This design comes from an exercise in tuning for small area, a short achievable clock period and few clock cycles per item on the open sky130 flow, not from production work. RTL that was checked went through simulation tests only; none was proved equivalent to the original. Power figures rest on the tool's default switching activity, not on a simulated workload.

==> flow/design.v <==
module gsm7_septet (
    input  wire        clk,
    input  wire        rst,           
    input  wire        cmd_valid,
    output wire        cmd_ready,
    input  wire [2:0]  cmd_op,
    input  wire [15:0] cmd_len,
    input  wire [7:0]  cmd_hdr_len,
    input  wire        in_valid,
    output wire        in_ready,
    input  wire [31:0] in_data,
    output wire        out_valid,
    input  wire        out_ready,
    output wire [7:0]  out_data,
    output wire        res_valid,
    input  wire        res_ready,
    output wire [7:0]  res_err,
    output wire [7:0]  res_count
);
    reg         busy;        
    reg         crdy;        
    reg         rv;          
    reg         irdy;        
    reg         fst;         
    reg         hbig;        
    reg         m_pack;      
    reg         m_hex;       
    reg         pre;         
    reg         more;        
    reg  [10:0] rem;         
    reg  [7:0]  cnt;         
    reg  [2:0]  hl;          
    reg         hexhi;       
    reg         skip;        
    reg  [4:0]  err;
    reg         sv;          
    reg  [7:0]  sq;          
    reg         sbad;        
    reg  [1:0]  sc;          
    reg         slo;         
    reg  [14:0] acc;         
    reg  [3:0]  k;           
    reg  [7:0]  od;          
    reg  [3:0]  lo;          
    reg         ov;          
    reg         olo;         
    function automatic [7:0] hexc(input [3:0] d);
        reg g;
        begin
            g = d[3] & (d[2] | d[1]);                    
            hexc = {1'b0, g, ~g, ~g, ~g & d[3],
                    g ? (d[2] & (d[1] | d[0])) : d[2],
                    g ? ~(d[1] ^ d[0]) : d[1],
                    d[0] ^ g};
        end
    endfunction
    wire len_big = (|cmd_len[15:11]) | (cmd_len[10] & (|cmd_len[9:0]));
    wire op_pack = (cmd_op == 3'd0);
    wire op_hdr  = (cmd_op == 3'd1);
    wire hl_big  = (|cmd_hdr_len[7:3]) | (&cmd_hdr_len[2:0]);
    wire f1      = (cmd_op[2] & cmd_op[1]) | len_big | (cmd_op == 3'd5);
    wire [4:0] e1 = (cmd_op[2] & cmd_op[1]) ? 5'h10 : len_big ? 5'h12 :
                    (cmd_op == 3'd5) ? 5'h03 : 5'h00;
    wire c_pre   = op_hdr & ~f1;
    wire c_more  = ~f1 & (|cmd_len[10:0]);
    wire r_248   = (|rem[10:8]) | ((&rem[7:3]) & (|rem[2:0]));
    wire p2      = fst & ~skip & (pre ? (hbig | r_248) : (m_pack & (|rem[10:8])));
    wire [4:0] e2 = (pre & hbig) ? 5'h17 : 5'h19;
    wire c_pack  = op_pack | op_hdr;
    wire [7:0] len7     = cmd_len[7:0] + 8'd7;
    wire [7:0] len_byte = op_hdr ? len7 : cmd_len[7:0];
    wire hl_nz   = |hl;
    wire auto_st = pre & ~hl_nz;                     
    wire pre_bit = pre & cnt[2] & cnt[1];            
    wire move    = sv & (~k[3] | slo);               
    wire sfree   = ~sv | move;
    wire done_in = ~pre & ~more & ~sv;
    wire flt   = |err;                               
    assign in_ready = irdy;
    wire fire  = in_valid & irdy;
    wire st1   = auto_st ? (skip | sfree) : fire;    
    wire sload = st1 & ~skip;                        
    wire commit = ~pre & ~m_pack & (~m_hex | hexhi);  
    wire hi24  = |in_data[31:8];
    wire c_dig = (in_data[7:4] == 4'h3) & (in_data[3:0] <= 4'h9);
    wire c_let = ~in_data[7] & in_data[6] & (in_data[4:3] == 2'b00) &
                 (in_data[2:0] != 3'd0) & (in_data[2:0] != 3'd7);
    wire [3:0] hv = {in_data[3] | in_data[6],
                     in_data[2] ^ (in_data[6] & in_data[1] & in_data[0]),
                     in_data[1] ^ (in_data[6] & in_data[0]),
                     in_data[0] ^ in_data[6]};
    wire [7:0] sx = auto_st ? 8'd0 :
                    (~pre & m_hex) ? (hexhi ? {4'd0, hv} : {hv, 4'd0}) : in_data[7:0];
    wire bad = (~pre & m_hex) ? ~(~hi24 & (c_dig | c_let)) :
               (hi24 | (~pre & m_pack & in_data[7]));
    wire [1:0] sw = pre ? {pre_bit, 1'b0} :
                    m_pack ? 2'd1 :
                    (m_hex & ~hexhi) ? 2'd3 : 2'd0;
    reg        s_fault;
    reg  [4:0] s_err;
    always @* begin
        s_fault = sbad; s_err = 5'h13;
        if (m_pack) begin
            if (sc == 2'd1) s_err = 5'h18;
        end else if (m_hex) begin
            s_err = 5'h15;
            if ((sc == 2'd3) & ~sbad & ~more) begin s_fault = 1'b1; s_err = 5'h16; end
        end
    end
    wire        k7  = &k[2:0];
    wire [14:0] ins = {7'd0, sq} << k[2:0];
    wire [14:0] tot = acc | (move ? ins : 15'd0);
    wire [3:0]  kw  = (sc == 2'd0) ? {1'b1, k[2:0]} :
                      (sc == 2'd1) ? ({1'b0, k[2:0]} + 4'd7) :
                      (sc == 2'd2) ? ({1'b0, k[2:0]} + 4'd1) : {1'b0, k[2:0]};
    wire [3:0]  kt  = move ? kw : k;
    wire hi_on  = ov & m_pack & ~olo;                
    wire ofree  = ~ov | (out_ready & ~hi_on);
    wire av_go  = (sc == 2'd0) | ((sc == 2'd1) & (|k[2:0])) | (((sc == 2'd2) | ~m_pack) & k7);
    wire av_no  = k[3] | (m_pack ? (done_in & (|k[2:0])) : k7);
    wire avail  = move ? av_go : av_no;
    wire load   = ofree & avail;
    wire left   = k[3] | (m_pack ? (|k[2:0]) : k7);      
    assign out_valid = ov;
    assign out_data  = od;
    assign res_valid = rv;
    assign res_err   = {3'd0, err};
    assign res_count = cnt;                           
    assign cmd_ready = crdy;
    wire take = ~busy & cmd_valid;
    wire pre_n  = pre & ~((pre_bit & st1) | (auto_st & skip)) & ~p2;
    wire more_n = ((fire & ~pre) ? (rem != 11'd1) : more) & ~p2;
    wire hlnz_n = (fire & pre) ? (hl != 3'd1) : hl_nz;
    wire cap_n  = sload & commit & (cnt == 8'd158);
    wire skip_n = skip | cap_n | (move & ~flt & s_fault) | p2;
    wire sv_n   = sload | (sv & ~move);
    wire slo_n  = sload ? (m_hex & hexhi) : slo;
    wire k3_n   = load ? (~m_pack & (&kt)) : kt[3];
    wire room_n = skip_n | ~sv_n | ~k3_n | slo_n;
    wire need_n = pre_n ? hlnz_n : more_n;
    always @(posedge clk) begin
        if (rst) begin
            busy <= 1'b0;
            crdy <= 1'b1;
            rv   <= 1'b0;
            ov   <= 1'b0;
            irdy <= 1'b0;
        end else if (take) begin
            busy <= 1'b1;
            crdy <= 1'b0;
            irdy <= op_hdr ? (|cmd_hdr_len[2:0]) : (|cmd_len[10:0]);
        end else if (busy) begin
            irdy <= need_n & room_n;
            if (ov & out_ready & ~hi_on)
                ov <= 1'b0;
            if (load)
                ov <= 1'b1;
            if (!rv && done_in && !left && ofree)
                rv <= 1'b1;
            if (rv && res_ready) begin
                rv   <= 1'b0;
                busy <= 1'b0;
                crdy <= 1'b1;
                irdy <= 1'b0;
            end
        end
    end
    always @(posedge clk) begin
        if (!busy) begin
            pre    <= c_pre;
            more   <= c_more;
            sv     <= 1'b0;
            fst    <= 1'b1;
            hbig   <= hl_big;
            m_pack <= c_pack;
            m_hex  <= (cmd_op == 3'd2);
            rem    <= cmd_len[10:0];
            cnt    <= 8'd0;
            hl     <= cmd_hdr_len[2:0];
            hexhi  <= 1'b0;
            skip   <= f1;
            err    <= e1;
            acc    <= {7'd0, len_byte & {8{c_pack}}};
            k      <= {c_pack, 3'd0};
        end else begin
            fst  <= 1'b0;
            if (p2) begin
                skip <= 1'b1;
                err  <= e2;
            end
            more <= more_n;
            pre  <= pre_n;
            if (sload)
                sv <= 1'b1;
            else if (move)
                sv <= 1'b0;
            if (fire & ~pre)
                rem <= rem - 11'd1;
            if (fire & pre) hl <= hl - 3'd1;
            if (m_hex & fire) hexhi <= ~hexhi;
            if (flt)
                cnt <= 8'd0;
            else if (pre ? (st1 & ~skip) : (sload & (m_pack | commit)))
                cnt <= cnt + ((~m_pack & (cnt[2:0] == 3'd6)) ? 8'd2 : 8'd1);
            if (cap_n)
                skip <= 1'b1;                           
            if (sfree) begin                            
                sq   <= sx;
                sbad <= ~auto_st & bad;
                sc  <= sw;
                slo <= m_hex & hexhi;
            end
            if (move & ~flt & s_fault) begin            
                skip <= 1'b1;
                err  <= s_err;
            end
            if (ov & out_ready & hi_on)
                olo <= 1'b1;
            if (load | (out_ready & hi_on))
                od  <= m_pack ? hexc(hi_on ? lo : tot[7:4]) : {1'b0, tot[6:0]};
            if (load) begin
                lo  <= tot[3:0];
                olo <= 1'b0;
                if (m_pack) begin
                    acc <= {8'd0, tot[14:8]};
                    k   <= kt[3] ? {1'b0, kt[2:0]} : 4'd0;
                end else begin
                    acc <= {7'd0, tot[14:7]};
                    k   <= kt - 4'd7;
                end
            end else begin
                acc <= tot;
                k   <= kt;
            end
        end
    end
endmodule
clock: 7.0 ns
lec_check: 0
abc_area: 1
cap_margin: 20
core_margin: 2
core_utilization: 60
cts_buf_list: sky130_fd_sc_hd__clkbuf_8
setup_slack_margin: 4.5
slew_margin: 20
standard.sh (not shown) runs the stock make flow with config.mk's settings and CLKGATE_MAP_FILE= SYNTH_SCRIPT=/design/flow/synth_recipe.tcl, a recipe that flattens the netlist after the stock synthesis.
==> flow/flow/run.sh <==
#!/bin/bash
# Standard layout, with plain buffers (not delay cells) on the ports.
set -euo pipefail
export BUFFER_PORTS_ARGS="-buffer_cell sky130_fd_sc_hd__buf_1"
bash standard.sh > standard.log 2>&1
Testbench counts at the start, summed over its fixed seeds: cycles 40,152, items 28,162.
Rerun with:
--- a/flow/design.v
+++ b/flow/design.v
@@ -17,9 +17,8 @@
     output wire [7:0]  res_err,
     output wire [7:0]  res_count
 );
     reg         busy;        
-    reg         crdy;        
     reg         rv;          
     reg         irdy;        
     reg         fst;         
     reg         hbig;        
@@ -125,9 +124,9 @@
     assign out_data  = od;
     assign res_valid = rv;
     assign res_err   = {3'd0, err};
     assign res_count = cnt;                           
-    assign cmd_ready = crdy;
+    assign cmd_ready = ~busy;
     wire take = ~busy & cmd_valid;
     wire pre_n  = pre & ~((pre_bit & st1) | (auto_st & skip)) & ~p2;
     wire more_n = ((fire & ~pre) ? (rem != 11'd1) : more) & ~p2;
     wire hlnz_n = (fire & pre) ? (hl != 3'd1) : hl_nz;
@@ -140,15 +139,13 @@
     wire need_n = pre_n ? hlnz_n : more_n;
     always @(posedge clk) begin
         if (rst) begin
             busy <= 1'b0;
-            crdy <= 1'b1;
             rv   <= 1'b0;
             ov   <= 1'b0;
             irdy <= 1'b0;
         end else if (take) begin
             busy <= 1'b1;
-            crdy <= 1'b0;
             irdy <= op_hdr ? (|cmd_hdr_len[2:0]) : (|cmd_len[10:0]);
         end else if (busy) begin
             irdy <= need_n & room_n;
             if (ov & out_ready & ~hi_on)
@@ -159,9 +156,8 @@
                 rv <= 1'b1;
             if (rv && res_ready) begin
                 rv   <= 1'b0;
                 busy <= 1'b0;
-                crdy <= 1'b1;
                 irdy <= 1'b0;
             end
         end
     end
Setup slack gets worse by 0.024 ns; clock power decreases by a little under a tenth; global-route usage increases by 1.4 points; non-clock buffer count increases by 7; cell area increases slightly; combinational power increases by about a fifth; clock skew increases by 0.0059 ns; routed wire length increases by a few percent; total power is about the same.
Only the layout flow was run in the second run of this note; the RTL was not checked for function there.

==> afterwards: timing with drivers on the ports <==
The flow's constraints put no driver on any port. The routed layouts listed below were extracted and timed again, unchanged, in two steps.
Step 1 assumes that a clkbuf_16 drives the clock port and a buf_2 every other input.
Step 2 adds t to the input delays and takes it off the output delays; t is the mean of the earliest and latest rising clock arrival at the registers after step 1. Input paths then give back, and output paths get back, about the clock's delay inside the block.
Three values: no drivers, after step 1, after step 2; two values: the first two.
| run | shift t [ns] | setup slack, ns | worst hold slack (ns) |
|---|---|---|---|
| the first run | 0.393 | 4.608 / 4.596 / 4.226 | 0.480 / 0.480 / 0.480 |
| the second run | 0.392 | 4.584 / 4.582 / 4.200 | 0.483 / 0.483 / 0.483 |
After both steps setup and hold are still met in every run listed. For the second run, which loses most, drivers alone change the setup slack by -0.002 ns; drivers and shift together by -0.384 ns.
